What follows belongs to an exercise in optimizing a design on an open flow for small area, a short achievable clock period and few clock cycles; a production flow would make more cautious choices.
In this exercise RTL edits were held to simulation tests only and were not proved equivalent to the original.

==> job 320: inputs <==
Design svf_core, start of the top module:
module svf_core (
    input  wire        clk,
    input  wire        rst,
    input  wire        cmd_valid,
    output wire        cmd_ready,
    input  wire        cmd_op,       
    input  wire [1:0]  cmd_unit,
    input  wire [1:0]  cmd_mode,     
    input  wire [31:0] cmd_a,        
    input  wire [31:0] cmd_b,        
    output reg         out_valid,
    output reg  [31:0] out_y
);
==> module fpr_srt, before the edit <==
module fpr_srt #(
    parameter N = 7,
    parameter S = 25
) (
    input  wire [27:0]  dv,
    input  wire [27:0]  dvn,                   
    input  wire [27:0]  s_in,
    input  wire [27:0]  c_in,
    input  wire         dp_in,
    input  wire         dn_in,
    input  wire [S-1:0] p_in,
    input  wire [S-1:0] n_in,
    output reg  [27:0]  s,
    output reg  [27:0]  c,
    output reg          qpos,
    output reg          qneg,
    output reg  [S-1:0] p,
    output reg  [S-1:0] n
);
    function [1:0] sel;
        input [3:0] ts, tc;
        reg   [3:0] y4;
        begin
            y4  = ts + tc;
            sel = {~y4[3], y4[3] & ~(&y4)};    
        end
    endfunction
    reg [27:0] s2, c2, add, ap, an;
    reg [1:0]  tp, t0, tn;
    reg [3:0]  hp_s, hp_c, h0_s, h0_c, hn_s, hn_c;
    integer k;
    always @* begin
        s = s_in;
        c = c_in;
        p = p_in;
        n = n_in;
        qpos = dp_in;
        qneg = dn_in;
        ap = dvn;
        an = dv;
        for (k = 0; k < N; k = k + 1) begin
            s2   = {s[26:0], 1'b0};
            c2   = {c[26:0], 1'b0};
            hp_s = s2[26:23] ^ c2[26:23] ^ ap[26:23];
            hp_c = (s2[25:22] & c2[25:22]) | (s2[25:22] & ap[25:22]) | (c2[25:22] & ap[25:22]);
            h0_s = s2[26:23] ^ c2[26:23];
            h0_c = s2[25:22] & c2[25:22];
            hn_s = s2[26:23] ^ c2[26:23] ^ an[26:23];
            hn_c = (s2[25:22] & c2[25:22]) | (s2[25:22] & an[25:22]) | (c2[25:22] & an[25:22]);
            tp   = sel(hp_s, hp_c);
            t0   = sel(h0_s, h0_c);
            tn   = sel(hn_s, hn_c);
            add  = qpos ? ap : qneg ? an : 28'd0;
            s    = s2 ^ c2 ^ add;
            c    = {((s2[26:0] & c2[26:0]) | (s2[26:0] & add[26:0]) | (c2[26:0] & add[26:0])), qpos};
            p    = {p[S-2:0], qpos};
            n    = {n[S-2:0], qneg};
            {qpos, qneg} = qpos ? tp : qneg ? tn : t0;
        end
    end
endmodule
==> module fpr_div, before the edit <==
module fpr_div #(
    parameter K  = 7,
    parameter ND = 3
) (
    input  wire               clk,
    input  wire               start,
    input  wire [32:0]        a,
    input  wire [32:0]        b,
    output reg  [1:0]         cls,
    output reg                sign,
    output reg signed [10:0]  e,
    output wire [24:0]        v,
    output wire               st
);
    localparam J = (25 > ND * K + 1) ? 25 - ND * K : 1;
    localparam S = J + ND * K;                 
    wire [1:0] ca, cb;
    fpr_cls u_ca (.r(a), .c(ca));
    fpr_cls u_cb (.r(b), .c(cb));
    wire [23:0] na = {1'b1, a[22:0]};
    wire [23:0] nb = {1'b1, b[22:0]};
    wire        lt = na < nb;
    reg [23:0]        dvs, dvi;                
    reg [27:0]        ws, wc;                  
    reg               dp, dn;                  
    reg [S-1:0]       qp, qn;                  
    wire [27:0]       dv  = {3'd0, dvs, 1'b0};  
    wire [27:0]       dvn = {3'b111, dvi, 1'b1};
    wire [27:0] w0  = lt ? {3'd0, na, 1'b0} : {4'd0, na};
    wire [27:0] dv0 = {3'd0, nb, 1'b0};
    wire [27:0] s1  = {w0[26:0], 1'b0} ^ ~dv0;
    wire [27:0] c1  = {({w0[25:0], 1'b0} & ~dv0[26:0]), 1'b1};
    wire [3:0]  y2  = s1[26:23] + c1[26:23];
    wire [27:0] s_i, c_i;
    wire        dp_i, dn_i;
    wire [S-1:0] p_i, n_i;
    fpr_srt_plain #(.N(J - 1), .S(S)) u_init (
        .dv(dv0), .s_in(s1), .c_in(c1), .dp_in(~y2[3]), .dn_in(y2[3] & ~(&y2)),
        .p_in({{(S-1){1'b0}}, 1'b1}), .n_in({S{1'b0}}),
        .s(s_i), .c(c_i), .qpos(dp_i), .qneg(dn_i), .p(p_i), .n(n_i));
    wire [27:0] s_k, c_k;
    wire        dp_k, dn_k;
    wire [S-1:0] p_k, n_k;
    fpr_srt #(.N(K), .S(S)) u_steps (
        .dv(dv), .dvn(dvn), .s_in(ws), .c_in(wc), .dp_in(dp), .dn_in(dn), .p_in(qp), .n_in(qn),
        .s(s_k), .c(c_k), .qpos(dp_k), .qneg(dn_k), .p(p_k), .n(n_k));
    always @(posedge clk) begin
        if (start) begin
            sign <= a[32] ^ b[32];
            e    <= $signed({2'b00, a[31:23]}) - $signed({2'b00, b[31:23]}) - $signed({10'd0, lt});
            dvs  <= nb;
            dvi  <= ~nb;
            ws   <= s_i;
            wc   <= c_i;
            dp   <= dp_i;
            dn   <= dn_i;
            qp   <= p_i;
            qn   <= n_i;
            if (ca == 2'd3 || cb == 2'd3 || (ca == 2'd2 && cb == 2'd2) || (ca == 2'd1 && cb == 2'd1))
                cls <= 2'd3;
            else if (ca == 2'd2 || cb == 2'd1)
                cls <= 2'd2;
            else if (cb == 2'd2 || ca == 2'd1)
                cls <= 2'd1;
            else
                cls <= 2'd0;
        end else begin
            ws <= s_k;
            wc <= c_k;
            dp <= dp_k;
            dn <= dn_k;
            qp <= p_k;
            qn <= n_k;
        end
    end
    wire [27:0]  rem = ws + wc;
    wire         neg = rem[27];
    wire         rz  = (rem == 28'd0);
    wire         rzd = ((rem ^ dv) == {(rem[26:0] | dv[26:0]), 1'b0});    
    wire [S-1:0] q   = qp + ~qn + {{(S-1){1'b0}}, ~neg};
    assign v  = q[S-1:S-25];
    assign st = (neg ? ~rzd : ~rz) | ((S > 25) ? (|(q << 25)) : 1'b0);
endmodule
Settings: LEC_CHECK=0, ABC_AREA=1, CAP_MARGIN=20, CORE_MARGIN=2, CORE_UTILIZATION=40, PLACE_DENSITY=0.5, SLEW_MARGIN=20; clock period 25.0 ns.
standard.sh (not shown) runs the stock make flow with config.mk's settings and CLKGATE_MAP_FILE= SYNTH_SCRIPT=/design/flow/synth_recipe.tcl, a recipe that flattens the netlist after the stock synthesis.
==> flow/flow/run.sh <==
#!/bin/bash
# The standard layout (the standard.sh: standard synthesis, floorplan, place,
# CTS, route, finish) with ORFS's setup repair aiming past the required time:
# repair_timing's setup margin is raised so that the resizer keeps shortening
# the longest paths although they already meet the 25 ns clock, and it works
# on the worst 10% of endpoints only. Constraints and clock are unchanged.
set -euo pipefail
export SETUP_SLACK_MARGIN=12.5
export TNS_END_PERCENT=10
bash standard.sh > standard.log 2>&1
==> inputs of job 1883, as changes to job 320 <==
--- a/flow/design.v
+++ b/flow/design.v
@@ -222,3 +222,2 @@
     input  wire [27:0]  dv,
-    input  wire [27:0]  dvn,                   
     input  wire [27:0]  s_in,
@@ -255,3 +254,3 @@
         qneg = dn_in;
-        ap = dvn;
+        ap = ~dv;
         an = dv;
@@ -342,3 +341,3 @@
     wire        lt = na < nb;
-    reg [23:0]        dvs, dvi;                
+    reg [23:0]        dvs;                     
     reg [27:0]        ws, wc;                  
@@ -346,4 +345,3 @@
     reg [S-1:0]       qp, qn;                  
-    wire [27:0]       dv  = {3'd0, dvs, 1'b0};  
-    wire [27:0]       dvn = {3'b111, dvi, 1'b1};
+    wire [27:0]       dv = {3'd0, dvs, 1'b0};  
     wire [27:0] w0  = lt ? {3'd0, na, 1'b0} : {4'd0, na};
@@ -364,3 +362,3 @@
     fpr_srt #(.N(K), .S(S)) u_steps (
-        .dv(dv), .dvn(dvn), .s_in(ws), .c_in(wc), .dp_in(dp), .dn_in(dn), .p_in(qp), .n_in(qn),
+        .dv(dv), .s_in(ws), .c_in(wc), .dp_in(dp), .dn_in(dn), .p_in(qp), .n_in(qn),
         .s(s_k), .c(c_k), .qpos(dp_k), .qneg(dn_k), .p(p_k), .n(n_k));
@@ -371,3 +369,2 @@
             dvs  <= nb;
-            dvi  <= ~nb;
             ws   <= s_i;
--- a/flow/flow/run.sh
+++ b/flow/flow/run.sh
@@ -7,3 +7,3 @@
 set -euo pipefail
-export SETUP_SLACK_MARGIN=12.5
+export SETUP_SLACK_MARGIN=13.3
 export TNS_END_PERCENT=10
==> summary of the runs <==
Job 1883 completed without violations. Job 320 finished with capacitance limit, slew limit left. In job 320 the routed wire length is lower than in job 1883, by about 1%. Against job 1883, the final area of job 320 is lower by about 2.5%. In job 320 the final cell count is smaller than in job 1883, by 2.5%. Between job 1883 and job 320, the lower critical path depth is in job 320 (gap 6). Of job 1883 and job 320, job 320 has the higher setup slack (gap 0.016 ns).
Testbench counts of job 320, summed over its fixed seeds: cycles 19,152.
Testbench counts of job 1883, summed over its fixed seeds: cycles 19,152.

==> exp/violet <==
svf_core, a different RTL version from the one above (not shown whole).
==> module fpr_round, before the edit <==
module fpr_round (
    input  wire [1:0]         cls,
    input  wire               sign,
    input  wire signed [10:0] e0,
    input  wire               hi,
    input  wire [24:0]        v,
    input  wire               st,
    output wire [32:0]        y
);
    wire signed [10:0] e1 = e0 + 11'sd1;
    wire        huge0 = e0 > 11'sd127,   huge1 = e0 > 11'sd126;
    wire        tiny0 = e0 < -11'sd150,  tiny1 = e0 < -11'sd151;
    wire        top0  = e0 == 11'sd127,  top1  = e0 == 11'sd126;
    wire        bot0  = e0 == -11'sd150, bot1  = e0 == -11'sd151;
    wire [10:0] rw0 = -11'sd126 - e0;
    wire [10:0] rw1 = -11'sd127 - e0;
    wire [4:0]  rp0 = (e0 < -11'sd126) ? rw0[4:0] : 5'd0;
    wire [4:0]  rp1 = (e0 < -11'sd127) ? rw1[4:0] : 5'd0;
    wire [25:0] half0 = 26'd1 << rp0, half1 = 26'd1 << rp1;
    wire [25:0] low0  = half0 - 26'd1, low1 = half1 - 26'd1;
    wire signed [10:0] e2 = e0 + 11'sd2;
    wire        huge = hi ? huge1 : huge0;
    wire        tiny = hi ? tiny1 : tiny0;
    wire        top  = hi ? top1  : top0;
    wire        bot  = hi ? bot1  : bot0;
    wire [25:0] half = hi ? half1 : half0;
    wire [25:0] low  = hi ? low1  : low0;
    wire        rb   = |(v & half[24:0]);
    wire        stk  = (|(v & low[24:0])) | st;
    wire        tie  = rb & ~stk;
    wire [25:0] x    = {1'b0, v | low[24:0]};
    wire [25:0] w;
    assign w[0] = ~x[0];
    genvar gi;
    generate
        for (gi = 1; gi < 26; gi = gi + 1) begin : g_inc
            assign w[gi] = x[gi] ^ (&x[gi-1:0]);
        end
    endgenerate
    wire [25:0] wm   = w & ~(low | half) & ~(tie ? {half[24:0], 1'b0} : 26'd0);
    wire        cy   = wm[25];
    wire [10:0] ef   = (hi ? (cy ? e2 : e1) : (cy ? e1 : e0)) + 11'd150;
    wire        zero = tiny | (bot & tie);
    wire        inf  = huge | (top & cy);
    assign y = (cls == 2'd3)          ? {1'b0, 9'h1C0, 23'd0} :
               (cls == 2'd2) | inf    ? {sign, 9'h180, 23'd0} :
               (cls == 2'd1) | zero   ? {sign, 32'd0} :
                                        {sign, ef[8:0], cy ? 23'd0 : wm[23:1]};
endmodule
==> module fpr_add, before the edit <==
module fpr_add (
    input  wire [32:0] a,
    input  wire [32:0] b,
    output reg  [32:0] y
);
    wire [1:0] ca, cb;
    fpr_cls u_ca (.r(a), .c(ca));
    fpr_cls u_cb (.r(b), .c(cb));
    wire a_nan = ca == 2'd3, b_nan = cb == 2'd3;
    wire a_inf = ca == 2'd2, b_inf = cb == 2'd2;
    wire a_zero = ca == 2'd1, b_zero = cb == 2'd1;
    wire        swap = a[31:0] < b[31:0];
    wire [32:0] l = swap ? b : a;
    wire [32:0] s = swap ? a : b;
    wire [8:0]  d  = l[31:23] - s[31:23];
    wire [4:0]  dc = (d > 9'd27) ? 5'd27 : d[4:0];
    wire [25:0] ms2  = {1'b1, s[22:0], 2'b00};
    wire [25:0] al   = ms2 >> dc;
    wire [27:0] msk  = (28'd1 << dc) - 28'd1;
    wire        stk  = |(ms2 & msk[25:0]);
    wire [26:0] am   = {1'b1, l[22:0], 3'b000};
    wire [26:0] bm   = {al, stk};
    wire        eff_sub = l[32] ^ s[32];
    wire [27:0] sum  = {1'b0, am} + ({1'b0, bm} ^ {28{eff_sub}}) + {27'd0, eff_sub};
    integer i;
    reg [4:0] lz;
    always @* begin
        lz = 5'd0;
        for (i = 0; i < 28; i = i + 1)
            if (sum[i]) lz = 27 - i;
    end
    wire [27:0] nrm = sum << lz;
    wire        rnd = nrm[3] & ((|nrm[2:0]) | nrm[4]);
    wire [23:0] mx  = nrm[27:4];
    wire [24:0] m;
    assign m[0] = mx[0] ^ rnd;
    genvar gi;
    generate
        for (gi = 1; gi < 25; gi = gi + 1) begin : g_inc
            if (gi < 24) begin : g_b
                assign m[gi] = mx[gi] ^ (rnd & (&mx[gi-1:0]));
            end else begin : g_c
                assign m[gi] = rnd & (&mx);
            end
        end
    endgenerate
    wire [9:0]  ef  = {1'b0, l[31:23]} + 10'd1 - {5'd0, lz} + {9'd0, m[24]};
    wire        ovf = ef > 10'd277;
    always @* begin
        if (a_nan || b_nan || (a_inf && b_inf && (a[32] != b[32])))
            y = {1'b0, 9'h1C0, 23'd0};
        else if (a_inf)
            y = a;
        else if (b_inf)
            y = b;
        else if (a_zero && b_zero)
            y = {a[32] & b[32], 32'd0};
        else if (a_zero)
            y = b;
        else if (b_zero)
            y = a;
        else if (sum == 28'd0)
            y = 33'd0;
        else if (ovf)
            y = {l[32], 9'h180, 23'd0};
        else
            y = {l[32], ef[8:0], m[24] ? 23'd0 : m[22:0]};
    end
endmodule
clock: 25.0 ns
lec_check: 0
abc_area: 1
cap_margin: 20
core_margin: 2
core_utilization: 45
cts_buf_list: sky130_fd_sc_hd__clkbuf_8
place_density: 0.55
slew_margin: 20
==> flow/flow/run.sh <==
#!/bin/bash
# The standard layout (the standard.sh: standard synthesis, floorplan, place,
# CTS, route, finish) with ORFS's setup repair aiming past the required time:
# repair_timing's setup margin is raised so that the resizer keeps shortening
# the longest paths although they already meet the 25 ns clock, and it works
# on the worst 10% of endpoints only. Constraints and clock are unchanged.
set -euo pipefail
export SETUP_SLACK_MARGIN=12.5
export TNS_END_PERCENT=10
bash standard.sh > standard.log 2>&1
==> inputs of exp/sierra, as changes to exp/violet <==
--- a/flow/design.v
+++ b/flow/design.v
@@ -88,13 +88,14 @@
     endgenerate
     wire [25:0] wm   = w & ~(low | half) & ~(tie ? {half[24:0], 1'b0} : 26'd0);
     wire        cy   = wm[25];
-    wire [10:0] ef   = (hi ? (cy ? e2 : e1) : (cy ? e1 : e0)) + 11'd150;
+    wire [10:0] x0   = e0 + 11'd150, x1 = e0 + 11'd151, x2 = e0 + 11'd152;    
+    wire [10:0] ef   = hi ? (cy ? x2 : x1) : (cy ? x1 : x0);
     wire        zero = tiny | (bot & tie);
     wire        inf  = huge | (top & cy);
     assign y = (cls == 2'd3)          ? {1'b0, 9'h1C0, 23'd0} :
                (cls == 2'd2) | inf    ? {sign, 9'h180, 23'd0} :
                (cls == 2'd1) | zero   ? {sign, 32'd0} :
-                                        {sign, ef[8:0], cy ? 23'd0 : wm[23:1]};
+                                        {sign, ef[8:0], wm[23:1]};       
 endmodule
 module fpr_add (
     input  wire [32:0] a,
@@ -107,10 +108,12 @@
     wire a_nan = ca == 2'd3, b_nan = cb == 2'd3;
     wire a_inf = ca == 2'd2, b_inf = cb == 2'd2;
     wire a_zero = ca == 2'd1, b_zero = cb == 2'd1;
-    wire        swap = a[31:0] < b[31:0];
+    wire [9:0]  dab  = {1'b0, a[31:23]} - {1'b0, b[31:23]};
+    wire [9:0]  dba  = {1'b0, b[31:23]} - {1'b0, a[31:23]};
+    wire        swap = dab[9];                        
     wire [32:0] l = swap ? b : a;
     wire [32:0] s = swap ? a : b;
-    wire [8:0]  d  = l[31:23] - s[31:23];
+    wire [8:0]  d  = swap ? dba[8:0] : dab[8:0];
     wire [4:0]  dc = (d > 9'd27) ? 5'd27 : d[4:0];
     wire [25:0] ms2  = {1'b1, s[22:0], 2'b00};
     wire [25:0] al   = ms2 >> dc;
@@ -119,7 +122,12 @@
     wire [26:0] am   = {1'b1, l[22:0], 3'b000};
     wire [26:0] bm   = {al, stk};
     wire        eff_sub = l[32] ^ s[32];
-    wire [27:0] sum  = {1'b0, am} + ({1'b0, bm} ^ {28{eff_sub}}) + {27'd0, eff_sub};
+    wire [27:0] s_add = {1'b0, am} + {1'b0, bm};
+    wire [27:0] s_lm  = {1'b0, am} + {1'b1, ~bm} + 28'd1;        
+    wire [27:0] s_ml  = {1'b0, bm} + {1'b1, ~am} + 28'd1;        
+    wire        flip = eff_sub & s_lm[27];                        
+    wire [27:0] sum  = ~eff_sub ? s_add : flip ? s_ml : s_lm;
+    wire        rs   = flip ? s[32] : l[32];
     integer i;
     reg [4:0] lz;
     always @* begin
@@ -143,7 +151,8 @@
         end
     endgenerate
     wire [9:0]  ef  = {1'b0, l[31:23]} + 10'd1 - {5'd0, lz} + {9'd0, m[24]};
-    wire        ovf = ef > 10'd277;
+    wire        top = (l[31:23] == 9'd277), top1 = (l[31:23] == 9'd276);
+    wire        ovf = ((lz == 5'd0) & (top | (top1 & m[24]))) | ((lz == 5'd1) & top & m[24]);
     always @* begin
         if (a_nan || b_nan || (a_inf && b_inf && (a[32] != b[32])))
             y = {1'b0, 9'h1C0, 23'd0};
@@ -160,9 +169,9 @@
         else if (sum == 28'd0)
             y = 33'd0;
         else if (ovf)
-            y = {l[32], 9'h180, 23'd0};
+            y = {rs, 9'h180, 23'd0};
         else
-            y = {l[32], ef[8:0], m[24] ? 23'd0 : m[22:0]};
+            y = {rs, ef[8:0], m[22:0]};              
     end
 endmodule
 module fpr_mul (
--- a/flow/flow/run.sh
+++ b/flow/flow/run.sh
@@ -5,6 +5,6 @@
 # the longest paths although they already meet the 25 ns clock, and it works
 # on the worst 10% of endpoints only. Constraints and clock are unchanged.
 set -euo pipefail
-export SETUP_SLACK_MARGIN=12.5
+export SETUP_SLACK_MARGIN=13.3
 export TNS_END_PERCENT=10
 bash standard.sh > standard.log 2>&1
==> run_results.csv <==
group,metric,value,unit
sta,timing.final.ws_setup,12.50,ns
critical_path,crit_family,"simple AND/OR/NAND/NOR gates",
synthesis,synthCells,13370,
run_status,status,"no timing/DRC/antenna violations",
clock_network,post_cts_resized,648,
floorplanning,row_count,174,
finish,drive_gt1_frac,0.1290,
That was exp/sierra.
==> run_results.csv <==
group,metric,value,unit
synthesis,synthCells,12690,
synthesis,async_reset_ff_frac,0,
finish,drive_gt1_frac,0.1427,
critical_path,reg2reg_depth,94,
run_status,status,"no timing/DRC/antenna violations",
placement,post-place-ws,7.862,ns
synthesis,synth_area_leader_cell,"edfxtp_1",
floorplanning,row_count,172,
finish,buffers,814,
clock_network,post_cts_resized,892,
finish,final-clk-cell-share,0.03364,
synthesis,yosys.area.top_type_share,0.2364,
finish,finalNonFillerCells,16120,
That was exp/violet.
Testbench counts of exp/violet, summed over its fixed seeds: cycles 19,152.
Testbench counts of exp/sierra, summed over its fixed seeds: cycles 19,152.

re-timing with driven ports:
How much do the figures lean on ideal ports? The routed layouts below were timed once more, with nothing changed but the port constraints. Step 1 assumes that a clkbuf_16 drives the clock port and a buf_2 every other input. Step 2 also shifts input and output timing later by t, the mid clock arrival at the registers, as if the neighbouring blocks saw the same clock. Slacks: ideal / step 1 / step 2; pairs: ideal / step 1.
| run | t (ns) | slack for setup (ns) | worst data-port slew with drivers (ns) |
|---|---|---|---|
| job 320 | 0.915 | 12.466 / 12.466 / 12.466 | 0.08 |
| job 1883 | 0.919 | 12.451 / 12.451 / 12.451 | 0.17 |
| exp/violet | 1.069 | 12.302 / 12.302 / 12.302 | 0.17 |
| exp/sierra | 1.099 | 12.501 / 12.501 / 12.501 | 0.17 |
